Context: an optimization exercise on an open-source flow, tuned for small area, a short achievable clock period and few clock cycles. The choices shown serve that exercise and are no tape-out recipe.
The RTL was checked by simulation tests, not by an equivalence proof against the original design.
No activity file was given, so power comes from the tool's default toggle rates.

--- design.v ---
module gfd (
    input  wire        clk,
    input  wire        rst,
    input  wire        cmd_valid,
    output wire        cmd_ready,
    input  wire [15:0] cmd,
    input  wire        h_req,
    input  wire        h_we,
    input  wire [9:0]  h_addr,
    input  wire [7:0]  h_wdata,
    output reg  [7:0]  h_rdata,
    output wire        h_ready,
    output wire        busy,
    output wire        fault
);
    localparam [3:0] OP_SHLC    = 4'h1;
    localparam [3:0] OP_DOUBLE  = 4'h2;
    localparam [3:0] OP_XORINTO = 4'h3;
    localparam [3:0] OP_XORTO   = 4'h4;
    localparam [3:0] OP_XORR    = 4'h5;
    localparam [3:0] OP_SETLEN  = 4'h6;
    localparam [1:0] CAUSE_ILLEGAL = 2'd1;
    localparam [1:0] CAUSE_SIZE    = 2'd2;
    localparam [1:0] CAUSE_LENGTH  = 2'd3;
    reg [4095:0] cells;           
    reg [31:0]   lens_q;          
    reg          carry_q;
    reg          fault_q;
    reg [1:0]    cause_q;
    reg          busy_q;
    reg          shift_q;         
    reg          dbl_q;           
    reg          shlc_q;          
    reg          pass_q;          
    reg          qen_q;           
    reg          ser_q;           
    reg [1:0]    rd_q;
    reg [1:0]    rp_q;            
    reg [1:0]    rq_q;            
    reg [7:0]    n_q;             
    reg [6:0]    off_q;           
    reg [6:0]    j_q;             
    reg [6:0]    w_q;             
    assign cmd_ready = ~busy_q;
    assign h_ready   = ~busy_q;
    assign busy      = busy_q;
    assign fault     = fault_q;
    wire issue   = cmd_valid && !busy_q && !rst;
    wire host_we = h_req && h_we && !busy_q && !rst && !h_addr[9];
    wire [3:0] c_op = cmd[15:12];
    wire [1:0] c_rd = cmd[11:10];
    wire [1:0] c_ra = cmd[9:8];
    wire [1:0] c_rb = cmd[7:6];
    wire [7:0] c_imm = cmd[7:0];
    wire [7:0] len_rd = lens_q[{c_rd, 3'b000} +: 8];
    wire [7:0] len_ra = lens_q[{c_ra, 3'b000} +: 8];
    wire [7:0] len_rb = lens_q[{c_rb, 3'b000} +: 8];
    wire [7:0] c_off  = len_ra - len_rb;
    reg        c_legal;
    reg [1:0]  c_cause;
    always @(*) begin
        c_legal  = 1'b0;
        c_cause  = 2'd0;
        case (c_op)
            OP_SHLC: begin
                c_legal = (cmd[7:0] == 8'd0);
                if (len_rd != len_ra) c_cause = CAUSE_LENGTH;
            end
            OP_DOUBLE: begin
                c_legal = (cmd[7:0] == 8'd0);
                if (!(len_ra == 8'd8 || len_ra == 8'd16 || len_ra == 8'd32 ||
                      len_ra == 8'd64 || len_ra == 8'd128))
                    c_cause = CAUSE_SIZE;
            end
            OP_XORINTO: begin
                c_legal = (cmd[7:0] == 8'd0);
                if (len_rd < len_ra) c_cause = CAUSE_LENGTH;
            end
            OP_XORTO: begin
                c_legal = (cmd[5:0] == 6'd0);
                if (len_rd < len_rb || len_ra < len_rb) c_cause = CAUSE_LENGTH;
            end
            OP_XORR: begin
                c_legal = (cmd[5:0] == 6'd0);
                if (len_ra < len_rb) c_cause = CAUSE_LENGTH;
            end
            OP_SETLEN: begin
                c_legal = (cmd[9:8] == 2'd0) && (c_imm <= 8'd128);
            end
            default: c_legal = 1'b0;
        endcase
        if (!c_legal) c_cause = CAUSE_ILLEGAL;
    end
    wire       run   = busy_q && !rst;
    wire [1:0] p_reg = busy_q ? rp_q : h_addr[8:7];
    wire [3:0] p_sel = 4'b0001 << p_reg;
    wire [3:0] q_sel = (run && qen_q) ? (4'b0001 << rq_q) : 4'b0000;
    wire [1023:0] port_p;
    wire [1023:0] port_q;
    genvar g, k;
    generate
        for (g = 0; g < 128; g = g + 1) begin : g_port
            gfd_sel4 u_p (.b0(cells[g*8 +: 8]), .b1(cells[1024 + g*8 +: 8]), .b2(cells[2048 + g*8 +: 8]),
                          .b3(cells[3072 + g*8 +: 8]), .s(p_sel), .y(port_p[g*8 +: 8]));
            gfd_sel4 u_q (.b0(cells[g*8 +: 8]), .b1(cells[1024 + g*8 +: 8]), .b2(cells[2048 + g*8 +: 8]),
                          .b3(cells[3072 + g*8 +: 8]), .s(q_sel), .y(port_q[g*8 +: 8]));
        end
    endgenerate
    wire [127:0] h_lane = 128'd1 << h_addr[6:0];
    wire [127:0] j_lane = 128'd1 << j_q;
    wire [127:0] w_lane = 128'd1 << w_q;
    wire [7:0] host_byte;
    wire [7:0] ser_byte;
    gfd_bsel128 u_hsel (.v(port_p), .oh(h_lane), .y(host_byte));
    gfd_bsel128 u_ssel (.v(port_p), .oh(j_lane), .y(ser_byte));
    wire [7:0]   t_len = ser_q ? {1'b0, off_q} : n_q;
    wire [128:0] therm;                           
    generate
        for (g = 0; g <= 128; g = g + 1) begin : g_therm
            assign therm[g] = (g < t_len);
        end
    endgenerate
    wire top  = port_p[7];                        
    wire last = (j_q == 7'd0);
    wire sh_e   = run && shift_q;
    wire pass_e = run && pass_q;
    wire ser_e  = run && ser_q;
    wire hw_e   = !busy_q && !rst;
    wire [1023:0] src;
    wire [127:0]  lmask;
    generate
        for (g = 0; g < 128; g = g + 1) begin : g_lane
            wire [7:0] pb  = port_p[g*8 +: 8];
            wire       cin = (g < 127) ? (port_p[(g+1)*8 + 7] & therm[g+1]) : 1'b0;
            reg  [7:0] poly;
            always @(*) begin
                poly = 8'h00;
                if (dbl_q && top && run) begin
                    case (n_q)
                        8'd8:   if (g == 7)   poly = 8'h1B;
                        8'd16:  if (g == 15)  poly = 8'h87;
                        8'd32:  if (g == 31)  poly = 8'h25; else if (g == 30)  poly = 8'h04;
                        8'd64:  if (g == 63)  poly = 8'h25; else if (g == 62)  poly = 8'h01;
                        8'd128: if (g == 127) poly = 8'h43; else if (g == 125) poly = 8'h08;
                        default: poly = 8'h00;
                    endcase
                end
            end
            localparam HASPOLY = (g == 7 || g == 15 || g == 30 || g == 31 || g == 62 || g == 63 ||
                                  g == 125 || g == 127) ? 1 : 0;
            gfd_lane #(.HASPOLY(HASPOLY)) u_lane (
                .pb(pb), .cin(cin), .qb(port_q[g*8 +: 8]), .sbyte(ser_byte), .sh(sh_e), .pass(pass_e),
                .sw(ser_e & w_lane[g]), .hwd(h_wdata), .hw(hw_e), .poly(poly), .src(src[g*8 +: 8]));
            assign lmask[g] = ser_q ? (w_lane[g] | (last & therm[g])) : therm[g];
        end
    endgenerate
    wire [3:0] reg_en = busy_q ? (4'b0001 << rd_q) : (host_we ? (4'b0001 << h_addr[8:7]) : 4'b0000);
    generate
        for (k = 0; k < 4; k = k + 1) begin : g_reg
            for (g = 0; g < 128; g = g + 1) begin : g_cell
                wire lane_en = busy_q ? lmask[g] : h_lane[g];
                wire cell_en = rst || (reg_en[k] && lane_en);
                always @(posedge clk) begin
                    if (cell_en)
                        cells[(128*k + g)*8 +: 8] <= src[g*8 +: 8];
                end
            end
        end
    endgenerate
    always @(posedge clk) begin
        if (rst) begin
            lens_q  <= 32'd0;
            carry_q <= 1'b0;
            fault_q <= 1'b0;
            cause_q <= 2'd0;
            busy_q  <= 1'b0;
            shift_q <= 1'b0;
            dbl_q   <= 1'b0;
            shlc_q  <= 1'b0;
            pass_q  <= 1'b0;
            qen_q   <= 1'b0;
            ser_q   <= 1'b0;
            rd_q    <= 2'd0;
            rp_q    <= 2'd0;
            rq_q    <= 2'd0;
            n_q     <= 8'd0;
            off_q   <= 7'd0;
            j_q     <= 7'd0;
            w_q     <= 7'd0;
        end else if (busy_q) begin
            if (shlc_q) carry_q <= top & (n_q != 8'd0);
            j_q <= j_q - 7'd1;
            w_q <= w_q - 7'd1;
            if (!ser_q || last) busy_q <= 1'b0;
        end else if (issue && !fault_q) begin
            if (c_cause != 2'd0) begin
                fault_q <= 1'b1;
                cause_q <= c_cause;
            end else if (c_op == OP_SETLEN) begin
                lens_q[{c_rd, 3'b000} +: 8] <= c_imm;
            end else begin
                busy_q  <= 1'b1;
                rd_q    <= c_rd;
                rp_q    <= c_ra;
                shift_q <= (c_op == OP_SHLC) || (c_op == OP_DOUBLE);
                dbl_q   <= (c_op == OP_DOUBLE);
                shlc_q  <= (c_op == OP_SHLC);
                ser_q   <= 1'b0;
                pass_q  <= (c_op != OP_SHLC) && (c_op != OP_DOUBLE);
                qen_q   <= 1'b0;
                rq_q    <= c_rb;
                n_q     <= len_ra;
                off_q   <= c_off[6:0];
                j_q     <= len_rb[6:0] - 7'd1;
                w_q     <= len_ra[6:0] - 7'd1;
                case (c_op)
                    OP_DOUBLE: lens_q[{c_rd, 3'b000} +: 8] <= len_ra;
                    OP_XORINTO: begin
                        qen_q <= 1'b1;
                        rq_q  <= c_rd;
                    end
                    OP_XORTO: begin
                        qen_q <= 1'b1;
                        n_q   <= len_rb;
                    end
                    OP_XORR: begin
                        lens_q[{c_rd, 3'b000} +: 8] <= len_ra;
                        if (c_off == 8'd0)
                            qen_q <= 1'b1;
                        else if (len_rb != 8'd0) begin
                            ser_q  <= 1'b1;
                            pass_q <= 1'b0;
                            qen_q  <= 1'b1;
                            rp_q   <= c_rb;
                            rq_q   <= c_ra;
                        end
                    end
                    default: ;
                endcase
            end
        end
    end
    always @(*) begin
        h_rdata = 8'h00;
        if (!h_addr[9])
            h_rdata = host_byte;
        else if (h_addr == 10'h200)
            h_rdata = {4'b0000, cause_q, carry_q, fault_q};
        else if (h_addr[9:2] == 8'b1000_0001)
            h_rdata = lens_q[{h_addr[1:0], 3'b000} +: 8];
    end
endmodule
module gfd_sel4 (
    input  wire [7:0] b0,
    input  wire [7:0] b1,
    input  wire [7:0] b2,
    input  wire [7:0] b3,
    input  wire [3:0] s,
    output wire [7:0] y
);
    assign y = (b0 & {8{s[0]}}) | (b1 & {8{s[1]}}) | (b2 & {8{s[2]}}) | (b3 & {8{s[3]}});
endmodule
module gfd_bsel128 (
    input  wire [1023:0] v,
    input  wire [127:0]  oh,
    output reg  [7:0]    y
);
    integer i;
    always @(*) begin
        y = 8'h00;
        for (i = 0; i < 128; i = i + 1)
            y = y | (v[i*8 +: 8] & {8{oh[i]}});
    end
endmodule
module gfd_lane #(parameter HASPOLY = 0) (
    input  wire [7:0] pb,
    input  wire       cin,
    input  wire [7:0] qb,
    input  wire [7:0] sbyte,
    input  wire       sh,
    input  wire       pass,
    input  wire       sw,
    input  wire [7:0] hwd,
    input  wire       hw,
    input  wire [7:0] poly,
    output wire [7:0] src
);
    wire [7:0] sb = ({8{sh}} & {pb[6:0], cin}) | ({8{pass}} & pb) | ({8{sw}} & sbyte);
    wire [7:0] xb = qb | ({8{hw}} & hwd) | (HASPOLY ? poly : 8'h00);
    assign src = sb ^ xb;
endmodule
--- run.sh ---
#!/bin/bash
# synth_recipe.tcl (not shown) runs the flow's synth.tcl, then flattens the netlist and writes it again
# the make line also repeats each setting of config.mk as NAME=value (left out here)
make -C /OpenROAD-flow-scripts/flow DESIGN_CONFIG=/design/flow/config.mk WORK_HOME=/design/flow/orfs CLKGATE_MAP_FILE= SYNTH_SCRIPT=/design/flow/synth_recipe.tcl finish
--- config.mk ---
export PLATFORM = sky130hd
export DESIGN_NAME = gfd
export DESIGN_NICKNAME = gfd
export VERILOG_FILES = /design/flow/design.v
export SDC_FILE = /design/flow/constraint.sdc
export NUM_CORES = 8
export LEC_CHECK = 0
export ABC_AREA = 0
export CAP_MARGIN = 20
export CORE_MARGIN = 2
export CORE_UTILIZATION = 45
export PLACE_DENSITY = 0.6
export SETUP_SLACK_MARGIN = 5
export SLEW_MARGIN = 20
export SYNTH_HIERARCHICAL = 1
--- constraint.sdc ---
create_clock -name core_clock -period 12.0 [get_ports {clk}]
set_input_delay 2.4000 -clock core_clock [delete_from_list [all_inputs] [get_ports {clk}]]
set_output_delay 2.4000 -clock core_clock [all_outputs]
set_load 0.01 [all_outputs]
==> flow_summary.json <==
{
  "grt_util_met1_pct": 49.94,
  "period_needed_ns": 9.162,
  "min_period_over_period_pct": 76.35,
  "htree_num_levels": 5,
  "area_growth_pct": 12.63,
  "yosys.area.top_type": "edfxtp_1",
  "grt_max_degree": 161,
  "end_kind": "output pin",
  "grt_pass1_wl_um": 1453000,
  "synth_top_family_by_area": "compound AO/OA/AOI/OAI gates",
  "yosys.area_share.simple_pct": 6.885,
  "portBuffers": 50,
  "die_y_um": 705.0,
  "hold_depth": 2,
  "synth_warnings": 8,
  "setup_tns_ns": 0,
  "grt_use_met3_pct": 17.64,
  "synthTopCellsByArea": "edfxtp_1, a22oi_1, a222oi_1, nand2_1, xor2_1",
  "setup_viol": 0,
  "vias_per_cell": 7.780,
  "timing.max_cap.violations": 0,
  "cp_num_buf_inv": 8,
  "place.gp.congestion": 1.057,
  "die_area_um2": 497100,
  "clk_latency_ns": 1.17,
  "cp_cell_sequence": "buf_12 > nand2b_4 > o21ai_4 > buf_12 > buf_16 > buf_4 > clkbuf_16 > a22oi_1 > nand2_1 > a221oi_2 > nand4_1 > nor4_4 > nand3_2 > inv_2 > o21ai_4 > buf_6 > buf_6",
  "ys_seq_area_share_pct": 56.32,
  "critPathRequiredTime_ns": 9.60,
  "netlist.area_leader.share_pct": 55.62,
  "slowest_stage": "nor4_4",
  "root_buffer": "clkbuf_16",
  "path_clk_slew_ns": 0.06,
  "fillCellCount": 42420,
  "vdd_drop_max_mv": 0.1378,
  "ff2ff_path_depth": 18,
  "worst_clock_skew_ns": 0.1043,
  "synth.distinct_cells": 83,
  "r2r_slack_ns": 4.55,
  "ios": 51,
  "setup_slack_ns": 2.838,
  "worst_slew_pin_slew_ns": 1.482,
  "rows": 257,
  "synthFlopType": "edfxtp_1",
  "place.detailed.hpwl_um": 632400,
  "seqCellArea_um2": 124600,
  "core_area_um2": 489700,
  "powerDensity_nw_per_um2": 143.7,
  "die_w_um": 705.0,
  "grt_use_met2_pct": 57.28,
  "yosysMostFrequentCell": "a22oi_1",
  "fmax_mhz": 109.1,
  "synth_compound_area_share_pct": 27.46,
  "hold_class": "flop to flop",
  "outcome": "no timing/DRC/antenna violations",
  "grt_overflow": 0,
  "synth_edf_count": 4096,
  "antenna_found_initial": 86,
  "num_vias": 198700,
  "min_to": "shift_q$_SDFFE_PP0P_",
  "reg2reg_from": "busy_q$_SDFF_PP0_",
  "startpoint_type": "input pin",
  "synth_area_um2": 221200,
  "cts-buffers-inserted": 457,
  "grt_busiest_layer": "met2",
  "timing.rr.end": "cells[708]$_DFFE_PP_",
  "muxShareOfSynthArea_pct": 0.4724,
  "initial_core_util_pct": 45.16,
  "rsz0062_at_grt": "true",
  "min_from": "shift_q$_SDFFE_PP0P_",
  "final_hold_viol_count": 0,
  "drt_wl_total_um": 1077000,
  "fin_nets": 18630,
  "syn_area_per_cell_um2": 11.61,
  "synth_seq_cells": 4174,
  "power_leakage_nw": 85.49,
  "grtUsageTotal_pct": 40.97,
  "wl_per_cell_um": 42.17,
  "synth_fa_ha_area_share_pct": 0.1731,
  "cp_max_fo": 27,
  "drt-initial-drc-count": 44020,
  "antenna_left": 0,
  "cts_tree": "built",
  "path_class": "input pin to output pin",
  "multi_input_area_um2": 90630,
  "dr.pass1.iters": 17,
  "slew_headroom_pct": 1.229,
  "drv_slew": 0,
  "grt_pass1_vias": 180800,
  "cp_data_arrival_time_ns": 6.76,
  "synth_xor_area_share_pct": 4.079,
  "final_layout_size_suffix_gt1_share_pct": 12.17,
  "synthTopCellsByCount": "a22oi_1, edfxtp_1, nand2_1",
  "drc": 0,
  "cts_buffer_depth": 4,
  "max_stage_delay_ns": 0.97,
  "synth_cells": 19050,
  "synthArstFlopShare_pct": 0,
  "crit_family": "simple AND/OR/NAND/NOR gates",
  "clock_sink_count": 4174,
  "pre_cts_slack_ns": 1.227
}
## worst register-to-register path, cell delays in order, from the launching register on
cell and delay [ns]:
dfxtp_4 0.66, inv_2 0.42, nand2_2 0.18, o31ai_4 0.12, buf_12 0.18, buf_8 0.15
buf_4 0.14, buf_12 0.13, buf_12 0.18, a22oi_1 0.55, nand2_1 0.22, a22o_1 0.28
a221oi_1 0.53, nand4_1 0.39, nor3_1 0.83, nand3_4 0.19, buf_12 0.30, a222oi_1 1.33
xor2_1 0.39
## modules after synthesis (local to each module, per instance), a selection
| module | cells inside | times used |
|---|---|---|
| gfd | 6904 | 1 |
| gfd_bsel128 | 760 | 2 |
| gfd_sel4 | 28 | 256 |
## layout by cell type (no fill, tap or decap), drive strengths merged, types with 43 or more instances in the layout
cell type,count
clkinv,202
a22oi,4423
a221oi,367
inv,91
o21ai,237
nor2,545
nor4,43
edfxtp,4096
xor2,1026
nor2b,63
a222oi,1027
a21oi,1059
buf,874
a21o,263
nand3,102
clkbuf,590
diode,120
nor3,52
nand2,2627
conb,45
a211oi,80
o221ai,84
a22o,352
dfxtp,78
nand4,156
## layout make-up
type,count,area share [%]
diodes,120,0.1206
multi-input cells,12910,36.39
inverters,80,0.1266
clock buffers,570,4.848
clock inverters,270,1.067
well taps,6475,3.253
repair buffers,932,4.188
flip-flops and latches,4174,50.01
## stage by stage
stage	power [mW]	hold WS (ns)	cell area, µm²	utilization (%)	instances
floorplan	19.32	0.4274	221400	-	19090
global route	36.35	0.4670	248800	50.80	25420
finish	35.79	0.4554	249100	50.86	25530
CTS	35.35	0.4533	247000	50.43	25310
global placement	21.12	0.4392	226200	46.19	24250
detailed placement	21.18	0.4457	226300	46.22	24260
## power breakdown
part	internal [mW]	switching (mW)
logic	0.877	3.28
clock network	7.98	6.19
registers	17.0	0.431
total	25.9	9.90
## per-layer routing
layer / share of wire (%) / vias to the layer above / wire [µm]
li1: - / 77140 / -
met1: 34 / 97820 / 360700
met2: 41 / 18970 / 439700
met3: 16 / 4646 / 175800
met4: 9.2 / 72 / 98730
met5: 0.16 / - / 1725
## state kept, by name, indices dropped and copies added (netlist names), 2 cells and up
name	flops
rd_q	2
rp_q	2
cells	4096
lens_q	32
off_q	7
j_q	7
cause_q	2
n_q	8
w_q	7
rq_q	2
## timing repair
| item | CTS | global route |
|---|---|---|
| endpoints found under the setup margin | 4045 | 1032 |
| hold buffers | 0 | 0 |
| gates resized for setup | 799 | 130 |
| setup buffers | 168 | 83 |
| pin swaps | 159 | 94 |
| gates cloned | 38 | 15 |
## cells by family (layout without fill, tap and decap cells)
family | count (synthesis) | in the layout
AOI/OAI and AO/OA | 8016 | 8016
DFF | 4174 | 4174
and+or+nand+nor | 3722 | 3726
buffers and inverters | 2011 | 1852
xor gates and xnor gates | 1030 | 1030
muxes | 64 | 64
adders and majority gates | 30 | 30
other | 1 | 165
## worst max path at each step
stage                                        to  cells after the start       from  slack [ns]
after floorplan           cells[1005]$_DFFE_PP_                      7        rst        2.90
after global placement               h_rdata[0]                     14  h_addr[1]        0.99
after detailed placement             h_rdata[0]                     14  h_addr[1]        1.23
after CTS                            h_rdata[0]                     17  h_addr[1]        3.38
after global routing                 h_rdata[2]                     20  h_addr[8]        3.09
final                                h_rdata[7]                     17  h_addr[7]        2.84
Testbench counts, summed over its fixed seeds: cycles 54,478.

-- port drivers added, routing unchanged --
In the flow no input, the clock included, has a driving cell. The finished layout below was timed again as built, in two steps.
Step 1 sets driving cells, clkbuf_16 on the clock port and buf_2 on the other inputs (assumed; they add their load-dependent delay and slew).
Step 2 times the ports against the registers' clock, not the clock port: input delays grow and output delays shrink by t, the midpoint of the rising clock arrivals with the driver on.
Slacks: no drivers / after step 1 / after step 2; pairs: no drivers / after step 1.
t (ns): 1.252
setup WS [ns]: 2.838 / 2.576 / 2.576
worst data-port slew with drivers (ns): 0.28
cell pins on the clock port's net: 1
After both steps this run still meets setup and hold. The setup slack of this run moves by -0.262 ns with the drivers and by -0.262 ns with both steps.
